From an optimization exercise on the open Yosys and OpenROAD flow, aimed at small area; shortcuts taken in it are not production practice.
Function was checked by simulation only, so behaviour that the tests miss may differ from the original.
No activity file was given, so power comes from the tool's default toggle rates.

[design/flow/design.v]
module ajq_bq #(
    parameter N  = 16,
    parameter IW = (N > 1) ? $clog2(N) : 1,
    parameter CW = $clog2(N + 1)
) (
    input  wire       clk,
    input  wire       rst,
    input  wire       a_push,
    input  wire       a_pop,
    input  wire [7:0] a_data,
    output wire       a_ok,
    output wire [7:0] a_rdata,
    input  wire       b_init,
    input  wire       b_push,
    input  wire       b_pop,
    input  wire [7:0] b_data,
    output wire       b_ok,
    output wire [7:0] b_rdata,
    output wire       empty,
    output wire       full
);
    reg [7:0]    buf_q [0:N-1];
    reg [IW-1:0] start_q, end_q;
    reg [CW-1:0] count_q;
    function [IW-1:0] inc;
        input [IW-1:0] i;
        begin
            if (i == N - 1) inc = {IW{1'b0}};
            else            inc = i + 1'b1;
        end
    endfunction
    assign empty = (count_q == 0);
    assign full  = (count_q == N);
    wire a_push_ok = a_push && (count_q != N);
    wire a_pop_ok  = a_pop  && (count_q != 0);
    assign a_ok    = a_push_ok | a_pop_ok;
    assign a_rdata = a_pop_ok ? buf_q[start_q] : 8'h00;
    wire [IW-1:0] start_a = a_pop_ok  ? inc(start_q) : start_q;
    wire [IW-1:0] end_a   = a_push_ok ? inc(end_q)   : end_q;
    wire [CW-1:0] count_a = a_push_ok ? count_q + 1'b1 :
                            a_pop_ok  ? count_q - 1'b1 : count_q;
    wire b_push_ok = b_push && (count_a != N);
    wire b_pop_ok  = b_pop  && (count_a != 0);
    assign b_ok    = b_init | b_push_ok | b_pop_ok;
    wire [7:0] b_head = (a_push_ok && (start_a == end_q)) ? a_data : buf_q[start_a];
    assign b_rdata = b_pop_ok ? b_head : 8'h00;
    always @(posedge clk) begin
        if (rst) begin
            start_q <= {IW{1'b0}};
            end_q   <= {IW{1'b0}};
            count_q <= {CW{1'b0}};
        end else if (b_init) begin
            start_q <= {IW{1'b0}};
            end_q   <= {IW{1'b0}};
            count_q <= {CW{1'b0}};
        end else begin
            start_q <= b_pop_ok  ? inc(start_a) : start_a;
            end_q   <= b_push_ok ? inc(end_a)   : end_a;
            count_q <= b_push_ok ? count_a + 1'b1 :
                       b_pop_ok  ? count_a - 1'b1 : count_a;
        end
    end
    always @(posedge clk) begin
        if (!rst && a_push_ok)
            buf_q[end_q] <= a_data;
        if (!rst && b_push_ok)
            buf_q[end_a] <= b_data;
    end
endmodule
module ajq_top #(
    parameter N_RX = 16,
    parameter N_TX = 16
) (
    input  wire        clk,
    input  wire        rst,
    input  wire        drx_req_valid,
    input  wire [39:0] drx_req,
    output wire        drx_req_ready,
    output reg         drx_rsp_valid,
    output reg  [33:0] drx_rsp,
    input  wire        dtx_req_valid,
    input  wire [39:0] dtx_req,
    output wire        dtx_req_ready,
    output reg         dtx_rsp_valid,
    output reg  [33:0] dtx_rsp,
    input  wire        m_req_valid,
    input  wire [39:0] m_req,
    output wire        m_req_ready,
    output reg         m_rsp_valid,
    output reg  [33:0] m_rsp,
    output wire        rxq_empty,
    output wire        rxq_full,
    output wire        txq_empty,
    output wire        txq_full,
    output wire        tx_irq_en,
    output wire [31:0] pkt
);
    localparam [3:0] OP_NOP      = 4'h0,
                     OP_Q_INIT   = 4'h1,
                     OP_Q_PUSH   = 4'h2,
                     OP_Q_POP    = 4'h3,
                     OP_TP_INIT  = 4'h4,
                     OP_RX_EVENT = 4'h5,
                     OP_TX_EVENT = 4'h6,
                     OP_TRY_RECV = 4'h7,
                     OP_TRY_SEND = 4'h8,
                     OP_FR_INIT  = 4'h9,
                     OP_FEED     = 4'hA,
                     OP_POLL     = 4'hB,
                     OP_ENCODE   = 4'hC;
    reg        tx_irq_en_q;
    reg  [7:0] fw_q [0:4];       
    reg  [2:0] position_q;       
    reg  [7:0] pkt_q [0:3];      
    reg        enc_busy_q;
    reg  [2:0] enc_idx_q;
    reg  [7:0] enc_b_q [0:4];
    assign drx_req_ready = 1'b1;
    assign dtx_req_ready = 1'b1;
    assign m_req_ready   = ~enc_busy_q;
    assign tx_irq_en     = tx_irq_en_q;
    assign pkt           = {pkt_q[0], pkt_q[1], pkt_q[2], pkt_q[3]};
    wire       drx_acc = drx_req_valid && !rst;
    wire [3:0] drx_op  = drx_req[39:36];
    wire       dtx_acc = dtx_req_valid && !rst;
    wire [3:0] dtx_op  = dtx_req[39:36];
    wire       m_acc   = m_req_valid && !enc_busy_q && !rst;
    wire [3:0] m_op    = m_req[39:36];
    wire       m_q     = m_req[35];
    wire [7:0] m_b     = m_req[7:0];
    wire       enc_step = enc_busy_q && !rst;    
    wire rx_event = drx_acc && (drx_op == OP_RX_EVENT);
    wire tx_event = dtx_acc && (dtx_op == OP_TX_EVENT) && tx_irq_en_q;
    wire m_is = m_acc;
    wire m_tp_init  = m_is && (m_op == OP_TP_INIT);
    wire m_q_init   = m_is && (m_op == OP_Q_INIT);
    wire m_q_push   = m_is && (m_op == OP_Q_PUSH);
    wire m_q_pop    = m_is && (m_op == OP_Q_POP);
    wire m_try_recv = m_is && (m_op == OP_TRY_RECV);
    wire m_try_send = m_is && (m_op == OP_TRY_SEND);
    wire m_fr_init  = m_is && (m_op == OP_FR_INIT);
    wire m_feed     = m_is && (m_op == OP_FEED);
    wire m_poll     = m_is && (m_op == OP_POLL);
    wire m_encode   = m_is && (m_op == OP_ENCODE);
    wire [7:0] enc_c  = m_req[31:24];
    wire [7:0] enc_p1 = m_req[23:16];
    wire [7:0] enc_p2 = m_req[15:8];
    wire [7:0] enc_p3 = m_req[7:0];
    wire [7:0] enc_ck = enc_c ^ enc_p1 ^ enc_p2 ^ enc_p3;
    wire       rxq_a_ok, rxq_b_ok, txq_a_ok, txq_b_ok;
    wire [7:0] rxq_a_rdata, rxq_b_rdata, txq_a_rdata, txq_b_rdata;
    wire rxq_b_init = m_tp_init || (m_q_init && !m_q);
    wire rxq_b_push = m_q_push && !m_q;
    wire rxq_b_pop  = (m_q_pop && !m_q) || m_try_recv || m_poll;
    wire       txq_b_init = m_tp_init || (m_q_init && m_q);
    wire       txq_b_pop  = m_q_pop && m_q;
    wire       txq_b_push = (m_q_push && m_q) || m_try_send || m_encode || enc_step;
    wire [7:0] txq_b_data = enc_step ? enc_b_q[enc_idx_q] :
                            m_encode ? enc_c : m_b;
    ajq_bq #(.N(N_RX)) u_rxq (
        .clk(clk), .rst(rst),
        .a_push(rx_event), .a_pop(1'b0), .a_data(drx_req[7:0]),
        .a_ok(rxq_a_ok), .a_rdata(rxq_a_rdata),
        .b_init(rxq_b_init), .b_push(rxq_b_push), .b_pop(rxq_b_pop), .b_data(m_b),
        .b_ok(rxq_b_ok), .b_rdata(rxq_b_rdata),
        .empty(rxq_empty), .full(rxq_full)
    );
    ajq_bq #(.N(N_TX)) u_txq (
        .clk(clk), .rst(rst),
        .a_push(1'b0), .a_pop(tx_event), .a_data(8'h00),
        .a_ok(txq_a_ok), .a_rdata(txq_a_rdata),
        .b_init(txq_b_init), .b_push(txq_b_push), .b_pop(txq_b_pop), .b_data(txq_b_data),
        .b_ok(txq_b_ok), .b_rdata(txq_b_rdata),
        .empty(txq_empty), .full(txq_full)
    );
    wire       feed_go = m_feed || (m_poll && rxq_b_ok);
    wire [7:0] feed_b  = m_feed ? m_b : rxq_b_rdata;
    wire [7:0] feed_x  = fw_q[0] ^ fw_q[1] ^ fw_q[2] ^ fw_q[3];
    wire       feed_at_ck = (position_q == 3'd4);
    wire       feed_match = feed_go && feed_at_ck && (feed_x == feed_b);
    wire [31:0] fw_word  = {fw_q[0], fw_q[1], fw_q[2], fw_q[3]};
    integer i;
    always @(posedge clk) begin
        if (rst) begin
            position_q <= 3'd0;
        end else if (m_fr_init) begin
            position_q <= 3'd0;
        end else if (feed_go) begin
            if (!feed_at_ck) begin
                fw_q[position_q] <= feed_b;
                position_q <= position_q + 3'd1;
            end else if (feed_match) begin
                fw_q[4] <= feed_b;
                for (i = 0; i < 4; i = i + 1)
                    pkt_q[i] <= fw_q[i];
                position_q <= 3'd0;
            end else begin
                fw_q[0] <= fw_q[1];
                fw_q[1] <= fw_q[2];
                fw_q[2] <= fw_q[3];
                fw_q[3] <= feed_b;
                fw_q[4] <= feed_b;
            end
        end
    end
    always @(posedge clk) begin
        if (rst) begin
            enc_busy_q <= 1'b0;
        end else if (m_encode) begin
            enc_busy_q  <= txq_b_ok;
            enc_idx_q   <= 3'd1;
            enc_b_q[0]  <= enc_c;
            enc_b_q[1]  <= enc_p1;
            enc_b_q[2]  <= enc_p2;
            enc_b_q[3]  <= enc_p3;
            enc_b_q[4]  <= enc_ck;
        end else if (enc_step) begin
            if (!txq_b_ok || enc_idx_q == 3'd4)
                enc_busy_q <= 1'b0;
            enc_idx_q <= enc_idx_q + 3'd1;
        end
    end
    always @(posedge clk) begin
        if (rst)
            tx_irq_en_q <= 1'b0;
        else if (m_tp_init)
            tx_irq_en_q <= 1'b0;
        else if ((m_try_send || m_encode || enc_step) && txq_b_ok)
            tx_irq_en_q <= 1'b1;
        else if (tx_event && !txq_a_ok)
            tx_irq_en_q <= 1'b0;
    end
    localparam [33:0] RSP_ERR = {2'b10, 32'h0};
    always @(posedge clk) begin
        if (rst) begin
            drx_rsp_valid <= 1'b0;
        end else begin
            drx_rsp_valid <= drx_acc;
            case (drx_op)
                OP_NOP:      drx_rsp <= {2'b01, 32'h0};
                OP_RX_EVENT: drx_rsp <= {1'b0, rxq_a_ok, 32'h0};
                default:     drx_rsp <= RSP_ERR;
            endcase
        end
    end
    always @(posedge clk) begin
        if (rst) begin
            dtx_rsp_valid <= 1'b0;
        end else begin
            dtx_rsp_valid <= dtx_acc;
            if (dtx_op == OP_NOP)
                dtx_rsp <= {2'b01, 32'h0};
            else if (tx_event)
                dtx_rsp <= {1'b0, txq_a_ok, 24'h0, txq_a_rdata};
            else
                dtx_rsp <= RSP_ERR;
        end
    end
    always @(posedge clk) begin
        if (rst) begin
            m_rsp_valid <= 1'b0;
        end else if (enc_step) begin
            m_rsp_valid <= !txq_b_ok || (enc_idx_q == 3'd4);
            m_rsp       <= {1'b0, txq_b_ok, 32'h0};
        end else begin
            m_rsp_valid <= m_acc && !(m_encode && txq_b_ok);
            case (m_op)
                OP_NOP, OP_TP_INIT, OP_FR_INIT, OP_Q_INIT:
                    m_rsp <= {2'b01, 32'h0};
                OP_Q_PUSH:
                    m_rsp <= {1'b0, m_q ? txq_b_ok : rxq_b_ok, 32'h0};
                OP_TRY_SEND, OP_ENCODE:
                    m_rsp <= {1'b0, txq_b_ok, 32'h0};
                OP_Q_POP:
                    m_rsp <= m_q ? {1'b0, txq_b_ok, 24'h0, txq_b_rdata}
                                 : {1'b0, rxq_b_ok, 24'h0, rxq_b_rdata};
                OP_TRY_RECV:
                    m_rsp <= {1'b0, rxq_b_ok, 24'h0, rxq_b_rdata};
                OP_FEED, OP_POLL:
                    m_rsp <= feed_match ? {2'b01, fw_word} : {2'b00, 32'h0};
                default:
                    m_rsp <= RSP_ERR;
            endcase
        end
    end
endmodule
[design/flow/run.sh]
#!/bin/bash
# synth_recipe.tcl (not shown) runs the flow's synth.tcl, then flattens the netlist and writes it again
# the make line also repeats each setting of config.mk as NAME=value (left out here)
make -C /OpenROAD-flow-scripts/flow DESIGN_CONFIG=/design/flow/config.mk WORK_HOME=/design/flow/orfs CLKGATE_MAP_FILE= SYNTH_SCRIPT=/design/flow/synth_recipe.tcl finish
[design/flow/config.mk]
export PLATFORM = sky130hd
export DESIGN_NAME = ajq_top
export DESIGN_NICKNAME = ajq_top
export VERILOG_FILES = /design/flow/design.v
export SDC_FILE = /design/flow/constraint.sdc
export NUM_CORES = 4
export LEC_CHECK = 0
export CAP_MARGIN = 20
export CORE_MARGIN = 2
export CORE_UTILIZATION = 40
export SLEW_MARGIN = 20
[design/flow/constraint.sdc]
create_clock -name core_clock -period 10.0 [get_ports {clk}]
set_input_delay 2.0000 -clock core_clock [delete_from_list [all_inputs] [get_ports {clk}]]
set_output_delay 2.0000 -clock core_clock [all_outputs]
set_load 0.01 [all_outputs]
==> run_results.csv <==
group,metric,value,unit
power,power.clock.fraction,43.0,%
synth,synth-seq-cells,447,
outcome,run_status,"no timing/DRC/antenna violations",
sta,maxSlewViolCount,0,
routing,wl_per_cell,22.8,um
routing,number_of_drc_markers_after_the_initial_detailed_route_iteration,1486,
layout,flow.area_growth_from_synthesis,16.3,%
worst_setup_path,worstReg2RegEnd,"m_rsp[7]",
worst_setup_path,setup.worst_path.end,"fw_q[1][5]",
global_route,global_route_wire_length_before_repair,90000,um
synth,yosys.cell_types.count,78,
worst_setup_path,r2r_start,"u_txq.count_q[0]",
global_route,grt.total_usage,20.3,%
floorplanning,start_util,40.3,%
synth,synthesis.area_per_instance,13.2,sq um
clock_tree,cts.root.buffer_cell,"clkbuf_16",
sta,finalHoldViolCount,0,
global_route,vias_in_the_first_global_route,14584,
power,power.sequential.fraction,51.3,%
worst_setup_path,startpoint_type,"input port",
clock_tree,cts_tree,"built",
synth,synth_edf_count,409,
floorplanning,chipWidth,242,um
placed_design,place_area,0.0247,sq mm
power,switchingPower,0.869,mW
floorplanning,die-height,242,um
worst_setup_path,ff2ff_setup_slack,4.66,ns
synth,synth.area.top_cells,"edfxtp_1, mux4_2, mux2_2, dfxtp_1, nand2_1",
floorplanning,floorplan_die_area,0.0585,sq mm
power,power.combinational.fraction,5.7,%
routing,route.detailed.vias_per_inst,5.56,
routing,drt.antenna.violating_nets,0,
placed_design,gp_congestion,0.879,
sta,worst_slew_pin_slew,1.11,ns
worst_setup_path,critical_path_required,10.20,ns
clock_tree,worst_skew_pair.late_latency,0.59,ns
floorplanning,io_pins,270,
synth,synth_top_area_cell,"edfxtp_1",
layout,n_fill_cell,5003,
clock_tree,postCtsSetupRepairBufs,0,
global_route,grt_start_max_net_pins,67,
layout,ff_latch_area,0.0130,sq mm
clock_tree,clockBufferDepth,3,
layout,multi_input_comb_area,0.00886,sq mm
synth,yosysMostFrequentCell,"edfxtp_1",
worst_setup_path,crit_path_start,"drx_req[38]",
layout,nets,1999,
floorplanning,core-area,0.0562,sq mm
sta,setup_slack,3.19,ns
worst_hold_path,worstHoldPathType,"register to register",
sta,maxClockFrequency,147,MHz
worst_setup_path,r2r.worst_path.cells,14,
layout,fin_area,0.0263,sq mm
global_route,overflow,0,
placed_design,port_buffers,144,
synth,ys_top_cells_by_count,"edfxtp_1, nand2_1, mux2_2",
clock_tree,post_cts_hold_buffer_count,0,
clock_tree,post_cts.resized_instances,0,
placed_design,worst_slack_at_placement,2.20,ns
sta,clock-skew-final,0.0285,ns
clock_tree,clock_tree.htree_level_count,2,
run,max_cap_violations,0,
synth,post-synth-top-area-fraction,54.3,%
worst_setup_path,worst_ep_arrival_time,7.01,ns
power,powerDensity,152,mW/mm^2
synth,dominantRegCellSynth,"edfxtp_1",
synth,synth-async-reset-ratio,0,%
clock_tree,clock_slew_at_the_register_clock_pins_of_the_worst_setup_and_hold_paths,0.06,ns
routing,drc_errors,0,
sta,rsz0062_at_grt,"false",
sta,setup_viol_count_final,0,
routing,postRouteWirelength,60200,um
sta,finalSetupTns,0,ns
worst_setup_path,critical_path.max_fanout,15,
power,vdd_drop_max,0.000104,V
synth,synthesis.area,0.0226,sq mm
power,standby_leakage_power,9.09,nW
worst_setup_path,critical_path.endpoint_type,"register",
sta,max_slew_headroom_at_the_worst_pin,25.3,%
worst_setup_path,worst-setup-path-type,"input port to register",
power,cell_internal_pwr,3.14,mW
sta,min_period_over_period,68.1,%
clock_tree,cts.sink_count,447,
power,sw_frac_of_total,21.7,%
placed_design,dpl.hpwl,40300,um
sta,finalCriticalPeriod,6.81,ns
layout,layout-drive-gt1-share,18.8,%
synth,post_synth_inst_count,1717,
clock_tree,tritoncts.num_buffers,49,
routing,dr_total_vias,14673,
synth,synth-seq-area-share,57.6,%
routing,drtPass1Iterations,5,
floorplanning,num_rows,87,
synth,ys_warn_count,4,
global_route,initial_antenna_violation_count,4,
cells in the final DEF (no fill, tap or decap), types with 30 or more instances in the layout:
| master | n |
|---|---|
| edfxtp_1 | 409 |
| nand2_1 | 200 |
| clkdlybuf4s50_1 | 144 |
| mux2_2 | 131 |
| mux4_2 | 72 |
| and3_1 | 72 |
| xnor2_1 | 64 |
| conb_1 | 58 |
| nor2_1 | 57 |
| clkbuf_16 | 49 |
| buf_4 | 48 |
| a21oi_1 | 42 |
| a22oi_1 | 38 |
| o21ai_0 | 36 |
| dfxtp_1 | 36 |
| inv_1 | 34 |
| nand3_1 | 34 |
| ha_1 | 30 |
logic make-up after synthesis:
logic type               Yosys count  share of synthesized area, %
AO/OA/AOI/OAI                    240                          7.25
XOR/XNOR                          78                          3.02
buffers and inverters            210                          4.58
AND/OR/NAND/NOR                  463                          10.0
adder cells (fa/ha/maj)           30                          1.66
other                              2                        0.0332
multiplexers                     247                          15.8
flip-flops                       447                          57.6
power by group through the flow:
stage | combinational, mW | clock, mW | sequential (mW)
2_1_floorplan | 0.139 | 0 | 2.10
3_3_place_gp | 0.219 | 0 | 2.10
3_5_place_dp | 0.224 | 0 | 2.10
4_1_cts | 0.225 | 1.76 | 2.06
5_1_grt | 0.246 | 1.83 | 2.06
6_report | 0.227 | 1.72 | 2.06
flip-flops by register name, summed over array words and instances, names as in the netlist, 2 cells and up, named ones only:
signal / count
u_rxq.buf_q: 128
u_txq.buf_q: 128
enc_b_q: 40
m_rsp: 34
fw_q: 32
pkt_q: 32
dtx_rsp: 10
u_rxq.count_q: 5
u_txq.count_q: 5
u_rxq.end_q: 4
u_rxq.start_q: 4
u_txq.end_q: 4
u_txq.start_q: 4
enc_idx_q: 3
position_q: 3
drx_rsp: 2
through the flow:
step | util, % | total power [mW] | hold slack [ns] | std cells
final | 46.8 | 4.01 | 0.492 | 2641
after global routing | 46.8 | 4.14 | 0.507 | 2641
after CTS | 46.7 | 4.04 | 0.495 | 2639
after detailed placement | 44.1 | 2.32 | 0.484 | 2548
after global placement | 44.1 | 2.31 | 0.485 | 2548
after floorplan | - | 2.24 | 0.463 | 1773
worst min-delay path by stage:
| stage | from | depth (start not counted) | endpoint | slack, ns |
|---|---|---|---|---|
| finish | fw_q[0][1] | 0 | pkt_q[0][1] | 0.49 |
| global route | fw_q[0][1] | 0 | pkt_q[0][1] | 0.51 |
| CTS | fw_q[0][1] | 0 | pkt_q[0][1] | 0.50 |
| detailed placement | fw_q[0][1] | 0 | pkt_q[0][1] | 0.48 |
| global placement | position_q[0] | 1 | position_q[0] | 0.49 |
| floorplan | fw_q[0][7] | 0 | pkt_q[0][7] | 0.46 |
worst max-delay path: stages:
cell,delay (ns)
clkdlybuf4s50_1,0.65
nand4b_1,0.30
nor3_2,0.65
mux2i_1,0.46
ha_1,0.41
a41o_1,0.53
o21ai_0,0.33
o221ai_1,0.42
or4_4,0.26
nand3_1,0.19
a21oi_1,0.82
layer usage:
layer	global-route usage, %	share of wire [%]	up-vias
met5	0	0.068	-
met4	7.59	3.6	6
met3	3.94	6.9	109
met2	33.0	47	571
met1	26.9	42	7323
li1	-	-	6664
cell type report:
class                           count  area share (%)
Sequential cell                   447            49.6
Multi-Input combinational cell   1116            33.7
Timing Repair Buffer              193            6.89
Clock buffer                       68            4.97
Tap cell                          756            3.60
Clock inverter                     23           0.742
Inverter                           37           0.528
Antenna cell                        1         0.00951

## port drivers added, routing unchanged
No port has a modelled driver above. Below, the same layout with a new extraction and two added sets of constraints.
Step 1, drivers: a clkbuf_16 drives clk and a buf_2 each remaining input, both assumed.
Step 2 also shifts input and output timing later by t, the mid clock arrival at the registers, as if the neighbouring blocks saw the same clock.
Three values: no drivers, after step 1, after step 2; two values: the first two.
t (ns): 0.629
slack for setup (ns): 3.190 / 3.223 / 2.595
latest minus earliest clock arrival (ns): 0.029 / 0.029
slew at the worst register clock pin (ns): 0.06 / 0.06
worst data-port slew with drivers (ns): 0.11
After both steps this run still meets setup and hold. The setup slack of this run moves by +0.033 ns with the drivers and by -0.595 ns with both steps.
